Context: an optimization exercise on an open-source flow, tuned for small area, a short achievable clock period and few clock cycles per item. The choices shown serve that exercise and are no tape-out recipe. Only simulation tests tie the RTL to the original design; equivalence was not proved. Power figures rest on the tool's default switching activity, not on a simulated workload.

==> inputs of run a <==
// fdtu
module fdtu (
    input  wire         clk,
    input  wire         rst,           
    input  wire         cmd_valid,
    output reg          cmd_ready,
    input  wire [159:0] cmd_data,
    input  wire         fin_valid,
    output reg          fin_ready,
    input  wire [31:0]  fin_data,
    output reg          out_valid,
    output reg  [31:0]  out_data,
    output reg          busy,
    output reg          fault,
    output reg  [1:0]   fault_code,
    output wire [31:0]  fault_pos,
    output wire [31:0]  fault_info0,
    output wire [31:0]  fault_info1
);
export LEC_CHECK = 0
export CAP_MARGIN = 20
export CORE_MARGIN = 2
export CORE_UTILIZATION = 45
export CTS_CLUSTER_DIAMETER = 100
export CTS_CLUSTER_SIZE = 24
export GPL_ROUTABILITY_DRIVEN = 1
export GPL_TIMING_DRIVEN = 1
export PLACE_DENSITY = 0.6
export SLEW_MARGIN = 20
export TNS_END_PERCENT = 100
create_clock -name core_clock -period 12.0 [get_ports {clk}]
standard.sh (not shown) runs the stock make flow with config.mk's settings and CLKGATE_MAP_FILE= SYNTH_SCRIPT=/design/flow/synth_recipe.tcl, a recipe that flattens the netlist after the stock synthesis.
==> flow/flow/run.sh <==
#!/bin/bash
set -uo pipefail
MARGIN=$(cat flow/margin.txt)
bash standard.sh SETUP_SLACK_MARGIN=$MARGIN \
    'BUFFER_PORTS_ARGS=-buffer_cell sky130_fd_sc_hd__buf_4' finish > standard_flow.log 2>&1
==> flow/flow/margin.txt <==
8
==> run b (differences from run a) <==
--- a/flow/design.v
+++ b/flow/design.v
@@ -42,18 +42,17 @@
     reg [C_NC-1:0] a_cls;
     reg         a_wf;                 
     reg [1:0]   a_fcode;              
     reg [2:0]   a_ureg;               
     reg [4:0]   a_k;                  
-    reg [3:0]   a_brw;                
     reg [N-1:0] a_oh;                 
     reg [7:0]   a_cdoh, a_csoh;       
     reg [15:0]  a_rsel;               
     reg [8:0]   a_esel;               
     reg         a_ph;                 
+    reg         go_q;                 
     reg         ok_q;                 
-    reg         flt_q;                
     reg         mul_q;                
     reg [31:0]  pos;
     reg [31:0]  creg [0:7];
     reg [7:0]   cmark;
     reg [31:0]  cp [0:N-1];
@@ -68,11 +67,11 @@
     reg         fill_act;
     reg [4:0]   fill_cnt;             
     reg [N-1:0] skip;                 
     assign fault_pos   = pos;
     assign fault_info0 = a_cmd[31:0];
-    assign fault_info1 = a_cmd[159:128];
+    assign fault_info1 = a_cmd[63:32];
     wire [31:0] w0 = a_cmd[31:0];
     wire [31:0] X  = a_cmd[63:32];
     wire [31:0] Y  = a_cmd[95:64];
     wire [31:0] Z  = a_cmd[127:96];
     wire [31:0] T  = a_cmd[159:128];
@@ -121,17 +120,16 @@
     wire draw_accept = !fle32(dp_rd, Z);
     wire a_skip      = |(skip & a_oh);
     wire a_unfilled  = fill_act && !({~a_k[4:3], a_k[2:0]} < fill_cnt) && !a_skip;
     function [7:0] f2ch;
         input [31:0] v;
-        input        brw;                        
         reg [23:0] m;
         reg [7:0]  t, r;
         reg        sat, inr;
         begin
             m   = {1'b1, v[22:0]};
-            t   = brw ? m[23:16] - 8'd1 : m[23:16];
+            t   = ({m[15:0], 8'd0} < m) ? m[23:16] - 8'd1 : m[23:16];
             case (v[25:23])                       
                 3'd6:    r = t;
                 3'd5:    r = {1'd0, t[7:1]};
                 3'd4:    r = {2'd0, t[7:2]};
                 3'd3:    r = {3'd0, t[7:3]};
@@ -144,11 +142,11 @@
             inr = !v[31] && !v[30] &&                                
                   ((v[29:26] == 4'hF && v[25:23] != 3'd7) || v[29:23] == 7'h77);
             f2ch = (r & {8{inr}}) | {8{sat}};
         end
     endfunction
-    wire [7:0] fx = f2ch(X, a_brw[0]);
+    wire [7:0] fx = f2ch(X);
     reg [31:0] cconst;
     always @(*) begin
         case (X[3:0])
             4'd0:    cconst = 32'hFF000000;
             4'd1:    cconst = 32'hFFFFFFFF;
@@ -169,45 +167,44 @@
         begin
             s = {1'b0, x} + {1'b0, a};
             sat_add = s[8] ? 8'hFF : s[7:0];
         end
     endfunction
-    function [23:0] nib_prods;
+    wire [9:0] opa3 = {2'd0, opa} + {1'd0, opa, 1'd0};
+    function [15:0] r4prod;
         input [7:0] x;
         input [7:0] a;
-        reg [11:0] l, h;
+        input [9:0] a3;
+        reg [9:0] m0, m1, m2, m3;
         begin
-            l = (({4'd0, x} & {12{a[0]}}) + ({3'd0, x, 1'd0} & {12{a[1]}})) +
-                (({2'd0, x, 2'd0} & {12{a[2]}}) + ({1'd0, x, 3'd0} & {12{a[3]}}));
-            h = (({4'd0, x} & {12{a[4]}}) + ({3'd0, x, 1'd0} & {12{a[5]}})) +
-                (({2'd0, x, 2'd0} & {12{a[6]}}) + ({1'd0, x, 3'd0} & {12{a[7]}}));
-            nib_prods = {h, l};
+            m0 = x[1:0] == 2'd3 ? a3 : ({2'd0, a} & {10{x[0]}}) | ({1'd0, a, 1'd0} & {10{x[1]}});
+            m1 = x[3:2] == 2'd3 ? a3 : ({2'd0, a} & {10{x[2]}}) | ({1'd0, a, 1'd0} & {10{x[3]}});
+            m2 = x[5:4] == 2'd3 ? a3 : ({2'd0, a} & {10{x[4]}}) | ({1'd0, a, 1'd0} & {10{x[5]}});
+            m3 = x[7:6] == 2'd3 ? a3 : ({2'd0, a} & {10{x[6]}}) | ({1'd0, a, 1'd0} & {10{x[7]}});
+            r4prod = ({6'd0, m0} + {4'd0, m1, 2'd0}) + ({2'd0, m2, 4'd0} + {m3, 6'd0});
         end
     endfunction
     function [7:0] div255;
-        input [23:0] hl;
-        reg   [15:0] p;
+        input [15:0] p;
         reg   [16:0] q;
         begin
-            p = {hl[23:12], 4'd0} + {4'd0, hl[11:0]};
             q = {1'b0, p} + {9'd0, p[15:8]} + 17'd1;
             div255 = q[15:8];
         end
     endfunction
-    wire [95:0] nprods = {nib_prods(rcd[31:24], opa), nib_prods(rcd[23:16], opa),
-                          nib_prods(rcd[15:8], opa),  nib_prods(rcd[7:0], opa)};
+    wire [63:0] nprods = {r4prod(rcd[31:24], opa, opa3), r4prod(rcd[23:16], opa, opa3),
+                          r4prod(rcd[15:8], opa, opa3),  r4prod(rcd[7:0], opa, opa3)};
     wire [31:0] rv_cadd  = {rcd[31:24] + opa, rcd[23:16] + opa, rcd[15:8] + opa, rcd[7:0] + opa};
     wire [31:0] rv_csadd = {sat_add(rcd[31:24], opa), sat_add(rcd[23:16], opa),
                             sat_add(rcd[15:8], opa),  sat_add(rcd[7:0], opa)};
-    wire [31:0] rv_cmul  = {div255(Z[31:8]), div255({Z[7:0], Y[31:16]}),
-                            div255({Y[15:0], X[31:24]}), div255(X[23:0])};
+    wire [31:0] rv_cmul  = {div255(Y[31:16]), div255(Y[15:0]), div255(X[31:16]), div255(X[15:0])};
     wire [31:0] reg_wv =
         ({32{a_rsel[R_RDC]}}    & cp_rd) |
         ({32{a_rsel[R_CLI]}}    & X) |
         ({32{a_rsel[R_CRGB]}}   & {8'hFF, Z[7:0], Y[7:0], X[7:0]}) |
         ({32{a_rsel[R_CRGBA]}}  & {T[7:0], Z[7:0], Y[7:0], X[7:0]}) |
-        ({32{a_rsel[R_CVEC4]}}  & {f2ch(T, a_brw[3]), f2ch(Z, a_brw[2]), f2ch(Y, a_brw[1]), fx}) |
+        ({32{a_rsel[R_CVEC4]}}  & {f2ch(T), f2ch(Z), f2ch(Y), fx}) |
         ({32{a_rsel[R_CGRAY]}}  & {8'hFF, fx, fx, fx}) |
         ({32{a_rsel[R_CCONST]}} & cconst) |
         ({32{a_rsel[R_SETR]}}   & {rcd[31:8], X[7:0]}) |
         ({32{a_rsel[R_SETG]}}   & {rcd[31:16], X[7:0], rcd[7:0]}) |
         ({32{a_rsel[R_SETB]}}   & {rcd[31:24], X[7:0], rcd[15:0]}) |
@@ -225,11 +222,11 @@
         ({32{a_esel[E_GETG]}} & {24'd0, rcs[15:8]}) |
         ({32{a_esel[E_GETB]}} & {24'd0, rcs[23:16]}) |
         ({32{a_esel[E_GETA]}} & {24'd0, rcs[31:24]}) |
         ({32{a_esel[E_SCAN]}} & cp_rd) |
         ({32{a_esel[E_COUT]}} & rcs);
-    wire flt_x   = flt_q;
+    wire flt_x   = go_q && a_wf;
     wire reg_w   = ok_q && a_cls[C_RWE];
     wire cell_w  = ok_q && ((a_cls[C_DRAW] && (draw_accept || a_unfilled)) || a_cls[C_PUT]);
     wire clrc_w  = ok_q && a_cls[C_CLRC];
     wire clrd_w  = ok_q && a_cls[C_CLRD];
     wire scan_go = ok_q && a_cls[C_SCAN];
@@ -317,14 +314,10 @@
             OP_SCANOUT: esel[E_SCAN]   = 1'b1;
             OP_COUT:    esel[E_COUT]   = 1'b1;
             default: ;
         endcase
     end
-    function i_brw;
-        input [31:0] v;
-        i_brw = {v[15:0], 8'd0} < {1'b1, v[22:0]};
-    endfunction
     function field_ok;
         input [1:0]  kind;
         input [31:0] v;
         begin
             case (kind)
@@ -350,27 +343,28 @@
     wire i_wf  = !i_legal || i_ucd || i_ucs || (cls[C_COORD] && !i_cok);
     wire [1:0] i_fcode = !i_legal ? FC_ILLEGAL : (i_ucd || i_ucs) ? FC_UNINIT : FC_COORD;
     function conflict;
         input [C_NC-1:0] c;
         input [4:0]      k;
+        input            wf;
         input            sa;
         input [4:0]      sc;
         input            fa;
         input [4:0]      fc;
         input            qv;
         begin
-            conflict = (qv && (c[C_SCAN] || (sa && c[C_EMIT]))) ||
-                       (sa && ((c[C_SCAN] && sc != 5'd31) ||
-                               (c[C_FILL] && sc < 5'd24) || c[C_CLRC] || (c[C_RDC] && k != sc) ||
+            conflict = (qv && (wf || c[C_SCAN] || (sa && c[C_EMIT]))) ||
+                       (sa && (wf || (c[C_SCAN] && sc != 5'd31) ||
+                               (c[C_FILL] && sc < 5'd24) || c[C_CLRC] || c[C_RDC] ||
                                ((c[C_DRAW] || c[C_PUT]) && (k > sc)))) ||
-                       (fa && (c[C_SCAN] || c[C_FILL] || c[C_CLRC] || c[C_CLRD] ||
+                       (fa && (wf || c[C_SCAN] || c[C_FILL] || c[C_CLRC] || c[C_CLRD] ||
                                ((c[C_RDC] || c[C_RDD]) && !({~k[4:3], k[2:0]} < fc))));
         end
     endfunction
     wire acc        = cmd_valid && cmd_ready;
     wire fault_n    = fault || flt_x;
-    wire a_valid_n  = acc || (a_valid && !(ok_q || flt_q));
+    wire a_valid_n  = acc || (a_valid && !go_q);
     wire scan_act_n = scan_go || (scan_act && scan_cnt != 5'd31);
     wire [4:0] scan_cnt_n = (scan_go && !scan_act) ? 5'd1 : scan_cnt + 5'd1;    
     wire fill_end   = fill_we && fill_cnt == 5'd31;
     wire fill_act_n = fill_go || (fill_act && !fill_end);
     wire [4:0] fill_cnt_n = fill_cnt + {4'd0, fill_we};
@@ -379,20 +373,18 @@
     wire q_v_n      = scan_act ? (q_v || emit_x) : (q_v && emit_x);
     wire [C_NC-1:0] o_cls = acc ? cls  : a_cls;
     wire [4:0]      o_k   = acc ? i_kr : a_k;
     wire            o_wf  = acc ? i_wf : a_wf;
     wire            o_ph  = acc ? 1'b0 : a_ph_n;
-    wire o_mul0  = o_cls[C_MUL] && !o_ph;
-    wire o_block = conflict(o_cls, o_k, scan_act_n, scan_cnt_n, fill_act_n, fill_cnt_n, q_v_n) || o_mul0;
+    wire o_mul0  = o_cls[C_MUL] && !o_ph && !o_wf;
+    wire o_block = conflict(o_cls, o_k, o_wf, scan_act_n, scan_cnt_n, fill_act_n, fill_cnt_n, q_v_n) || o_mul0;
     wire live_n  = a_valid_n && !fault_n;
-    wire bg_n    = scan_act_n || fill_act_n || q_v_n;
-    wire ok_n    = live_n && !o_wf && !o_block;
-    wire flt_n   = live_n && o_wf && !bg_n;
+    wire go_n    = live_n && !o_block;
     always @(posedge clk) begin
         if (rst) begin
             a_valid     <= 1'b0;
-            flt_q       <= 1'b0;
+            go_q        <= 1'b0;
             ok_q        <= 1'b0;
             mul_q       <= 1'b0;
             cmd_ready   <= 1'b1;
             busy        <= 1'b0;
             pos         <= 32'd0;
@@ -410,20 +402,20 @@
             wb_v        <= 1'b0;
             q_v         <= 1'b0;
         end else begin
             wb_v      <= cell_w;
             a_valid   <= a_valid_n;
-            ok_q      <= ok_n;
-            flt_q     <= flt_n;
-            mul_q     <= live_n && !o_wf && o_mul0;
-            cmd_ready <= !fault_n && (!a_valid_n || ok_n || flt_n);
+            go_q      <= go_n;
+            ok_q      <= go_n && !o_wf;
+            mul_q     <= live_n && o_mul0;
+            cmd_ready <= !fault_n && (!a_valid_n || go_n);
             busy      <= live_n || scan_act_n || fill_act_n || q_v_n;
             scan_act <= scan_act_n;
             if (scan_act || scan_go) scan_cnt <= scan_cnt_n;
             fill_act <= fill_act_n;
             fill_cnt <= fill_cnt_n;
-            fin_ready <= (fill_act_n || (ok_n && o_cls[C_FILL])) &&
+            fin_ready <= (fill_act_n || (go_n && !o_wf && o_cls[C_FILL])) &&
                          !(ok_q && (a_cls[C_DRAW] || a_cls[C_PUT]));
             if (!fill_act_n)
                 skip <= {N{1'b0}};
             else if (ok_q && (a_cls[C_DRAW] || a_cls[C_PUT]) && fill_act &&
                      !({~a_k[4:3], a_k[2:0]} < fill_cnt))
@@ -440,30 +432,27 @@
         end
     end
     always @(posedge clk) begin
         if (flt_x) begin
             if (a_fcode == FC_UNINIT) begin
-                a_cmd[31:0]    <= {29'd0, a_ureg};
-                a_cmd[159:128] <= 32'd0;
+                a_cmd[31:0]  <= {29'd0, a_ureg};
+                a_cmd[63:32] <= 32'd0;
             end else if (a_fcode == FC_COORD) begin
-                a_cmd[31:0]    <= X;
-                a_cmd[159:128] <= Y;
-            end else begin
-                a_cmd[159:128] <= X;
+                a_cmd[31:0]  <= X;
+                a_cmd[63:32] <= Y;
             end
         end else if (acc) begin
             a_cmd <= cmd_data;
         end else if (mul_q) begin
-            a_cmd[127:32] <= nprods;
+            a_cmd[95:32] <= nprods;
         end
         if (acc) begin
             a_cls   <= cls;
             a_wf    <= i_wf;
             a_fcode <= i_fcode;
             a_ureg  <= i_ucd ? i_cd : i_cs;
             a_k     <= i_k;
-            a_brw   <= {i_brw(i_t), i_brw(i_z), i_brw(i_y), i_brw(i_x)};
             a_oh    <= {{(N-1){1'b0}}, 1'b1} << i_k;
             a_cdoh  <= 8'd1 << i_cd;
             a_csoh  <= 8'd1 << i_cs;
             a_rsel  <= rsel;
             a_esel  <= esel;
--- a/flow/config.mk
+++ b/flow/config.mk
@@ -7,11 +7,11 @@
 export LEC_CHECK = 0
 export CAP_MARGIN = 20
 export CORE_MARGIN = 2
 export CORE_UTILIZATION = 45
 export CTS_CLUSTER_DIAMETER = 100
-export CTS_CLUSTER_SIZE = 24
+export CTS_CLUSTER_SIZE = 30
 export GPL_ROUTABILITY_DRIVEN = 1
 export GPL_TIMING_DRIVEN = 1
 export PLACE_DENSITY = 0.6
 export SLEW_MARGIN = 20
 export TNS_END_PERCENT = 100
==> run c (differences from run a) <==
--- a/flow/design.v
+++ b/flow/design.v
@@ -57,12 +57,13 @@
     reg [31:0]  creg [0:7];
     reg [7:0]   cmark;
     reg [31:0]  cp [0:N-1];
     reg [31:0]  dp [0:N-1];
     reg         wb_v;                 
+    reg         wb_f;                 
     reg [4:0]   wb_k;
-    reg [31:0]  wb_c, wb_z;
+    reg [31:0]  wb_c, wb_z, wb_d;     
     reg         q_v;                  
     reg [31:0]  q_d;
     reg         scan_act;
     reg [4:0]   scan_cnt;
     reg         fill_act;
@@ -95,12 +96,13 @@
     integer r;
     always @(*) begin
         dp_ar = 32'd0;
         for (r = 0; r < N; r = r + 1) dp_ar = dp_ar | (dp[r] & {32{a_oh[r]}});
     end
-    wire [31:0] cp_rd = (wb_v && wb_k == cp_ra) ? wb_c : cp_ar;
-    wire [31:0] dp_rd = (wb_v && wb_k == a_k)   ? wb_z : dp_ar;
+    wire        wb_w  = wb_v && (wb_f || !fle32(wb_d, wb_z));
+    wire [31:0] cp_rd = (wb_w && wb_k == cp_ra) ? wb_c : cp_ar;
+    wire [31:0] dp_rd = (wb_w && wb_k == a_k)   ? wb_z : dp_ar;
     function is_nan;
         input [31:0] d;
         is_nan = (d[30:23] == 8'hFF) && (d[22:0] != 23'd0);
     endfunction
     function fle32;
@@ -116,11 +118,10 @@
             else if (a[31] != b[31])    fle32 = a[31];
             else if (a[31])             fle32 = gem;
             else                        fle32 = lem;
         end
     endfunction
-    wire draw_accept = !fle32(dp_rd, Z);
     wire a_skip      = |(skip & a_oh);
     wire a_unfilled  = fill_act && !({~a_k[4:3], a_k[2:0]} < fill_cnt) && !a_skip;
     function [7:0] f2ch;
         input [31:0] v;
         input        brw;                        
@@ -169,30 +170,39 @@
         begin
             s = {1'b0, x} + {1'b0, a};
             sat_add = s[8] ? 8'hFF : s[7:0];
         end
     endfunction
-    function [23:0] nib_prods;
+    function [11:0] nib4;
         input [7:0] x;
-        input [7:0] a;
-        reg [11:0] l, h;
+        input [3:0] a;
+        reg [11:0] r0, r1, r2, r3, s1, c1, s2, c2;
         begin
-            l = (({4'd0, x} & {12{a[0]}}) + ({3'd0, x, 1'd0} & {12{a[1]}})) +
-                (({2'd0, x, 2'd0} & {12{a[2]}}) + ({1'd0, x, 3'd0} & {12{a[3]}}));
-            h = (({4'd0, x} & {12{a[4]}}) + ({3'd0, x, 1'd0} & {12{a[5]}})) +
-                (({2'd0, x, 2'd0} & {12{a[6]}}) + ({1'd0, x, 3'd0} & {12{a[7]}}));
-            nib_prods = {h, l};
+            r0 = {4'd0, x}       & {12{a[0]}};
+            r1 = {3'd0, x, 1'd0} & {12{a[1]}};
+            r2 = {2'd0, x, 2'd0} & {12{a[2]}};
+            r3 = {1'd0, x, 3'd0} & {12{a[3]}};
+            s1 = r0 ^ r1 ^ r2;
+            c1 = {(r0[10:0] & r1[10:0]) | (r0[10:0] & r2[10:0]) | (r1[10:0] & r2[10:0]), 1'b0};
+            s2 = s1 ^ c1 ^ r3;
+            c2 = {(s1[10:0] & c1[10:0]) | (s1[10:0] & r3[10:0]) | (c1[10:0] & r3[10:0]), 1'b0};
+            nib4 = s2 + c2;
         end
     endfunction
+    function [23:0] nib_prods;
+        input [7:0] x;
+        input [7:0] a;
+        nib_prods = {nib4(x, a[7:4]), nib4(x, a[3:0])};
+    endfunction
     function [7:0] div255;
         input [23:0] hl;
         reg   [15:0] p;
-        reg   [16:0] q;
+        reg   [8:0]  t;
         begin
             p = {hl[23:12], 4'd0} + {4'd0, hl[11:0]};
-            q = {1'b0, p} + {9'd0, p[15:8]} + 17'd1;
-            div255 = q[15:8];
+            t = {1'b0, p[15:8]} + {1'b0, p[7:0]};
+            div255 = p[15:8] + {7'd0, t[8] | (&t[7:0])};
         end
     endfunction
     wire [95:0] nprods = {nib_prods(rcd[31:24], opa), nib_prods(rcd[23:16], opa),
                           nib_prods(rcd[15:8], opa),  nib_prods(rcd[7:0], opa)};
     wire [31:0] rv_cadd  = {rcd[31:24] + opa, rcd[23:16] + opa, rcd[15:8] + opa, rcd[7:0] + opa};
@@ -227,11 +237,11 @@
         ({32{a_esel[E_GETA]}} & {24'd0, rcs[31:24]}) |
         ({32{a_esel[E_SCAN]}} & cp_rd) |
         ({32{a_esel[E_COUT]}} & rcs);
     wire flt_x   = flt_q;
     wire reg_w   = ok_q && a_cls[C_RWE];
-    wire cell_w  = ok_q && ((a_cls[C_DRAW] && (draw_accept || a_unfilled)) || a_cls[C_PUT]);
+    wire cell_w  = ok_q && (a_cls[C_DRAW] || a_cls[C_PUT]);
     wire clrc_w  = ok_q && a_cls[C_CLRC];
     wire clrd_w  = ok_q && a_cls[C_CLRD];
     wire scan_go = ok_q && a_cls[C_SCAN];
     wire fill_go = ok_q && a_cls[C_FILL];
     wire fill_we = fin_ready && fin_valid;
@@ -469,10 +479,12 @@
             a_esel  <= esel;
         end
         a_ph <= o_ph;
     end
     always @(posedge clk) begin
+        wb_f <= a_cls[C_PUT] || a_unfilled;
+        wb_d <= dp_rd;
         if (emit_x && (scan_act || q_v)) q_d <= emit_v;
         wb_k <= a_k;
         wb_c <= rcs;
         wb_z <= a_cls[C_DRAW] ? Z : NAN_SENT;
     end
@@ -482,12 +494,12 @@
     wire [31:0] cp_wd = rst ? 32'hFFFFFFFF : clrc_w ? rcs : fin_ready ? fin_data : wb_c;
     wire [31:0] dp_wd = rst ? POS_INF      : clrd_w ? Z   : fin_ready ? NAN_SENT : wb_z;
     integer n;
     always @(posedge clk) begin
         for (n = 0; n < N; n = n + 1) begin
-            if (rst || clrc_w || (wb_v && wb_k == n) || (fill_we && fill_k == n && !skip[n]))
+            if (rst || clrc_w || (wb_w && wb_k == n) || (fill_we && fill_k == n && !skip[n]))
                 cp[n] <= cp_wd;
-            if (rst || clrd_w || (wb_v && wb_k == n) || (fill_we && fill_k == n && !skip[n]))
+            if (rst || clrd_w || (wb_w && wb_k == n) || (fill_we && fill_k == n && !skip[n]))
                 dp[n] <= dp_wd;
         end
     end
 endmodule
--- a/flow/config.mk
+++ b/flow/config.mk
@@ -7,11 +7,11 @@
 export LEC_CHECK = 0
 export CAP_MARGIN = 20
 export CORE_MARGIN = 2
 export CORE_UTILIZATION = 45
 export CTS_CLUSTER_DIAMETER = 100
-export CTS_CLUSTER_SIZE = 24
+export CTS_CLUSTER_SIZE = 30
 export GPL_ROUTABILITY_DRIVEN = 1
 export GPL_TIMING_DRIVEN = 1
 export PLACE_DENSITY = 0.6
 export SLEW_MARGIN = 20
 export TNS_END_PERCENT = 100
==> summary of the runs <==
- Run c completed without violations. Run a passed the timing, design-rule and antenna checks. Run b went through all stages and came out clean.
- In sequential power, run c and run b hardly differ.
- The lowest worst hold slack belongs to run b, the highest to run a.
- Die area: run a > run c > run b.
- Combinational power, lowest first: run c, run b, run a.
- Of run b and run c, run c has the higher core utilization (gap 1.2 points).
- Between run c and run a, the lower critical path depth is in run a (gap 6).
- Setup slack: run b is lower than run c (0.76 ns).
- Sequential cell count, lowest first: run b, run a, run c.
Testbench counts of run a, summed over its fixed seeds: cycles 66,684, commands 25,600.
Testbench counts of run b, summed over its fixed seeds: cycles 67,303, commands 25,600.
Testbench counts of run c, summed over its fixed seeds: cycles 66,684, commands 25,600.

## static timing again, ports no longer ideal
No port has a modelled driver above. Below, the same layouts with a new extraction and two added sets of constraints. Step 1, drivers: a clkbuf_16 drives clk and a buf_2 each remaining input, both assumed. Step 2 moves the port delays by t, midway between the first and last clock arrival at a register: inputs arrive t later, outputs are due t later. That takes back most of the time a late clock gives input paths. a / b / c = no drivers / after step 1 / after step 2; a / b = the first two.
run | t (ns) | setup slack, ns | clock arrival spread, ns | cell pins on the clock port's net
run a | 0.978 | 7.232 / 7.232 / 6.676 | 0.079 / 0.078 | 1
run b | 0.999 | 6.111 / 6.111 / 6.076 | 0.136 / 0.135 | 1
run c | 0.996 | 6.868 / 6.868 / 6.448 | 0.104 / 0.105 | 1
After both steps every run listed still meets setup and hold. For run a, which loses most, drivers alone change the setup slack by 0.000 ns; drivers and shift together by -0.556 ns.
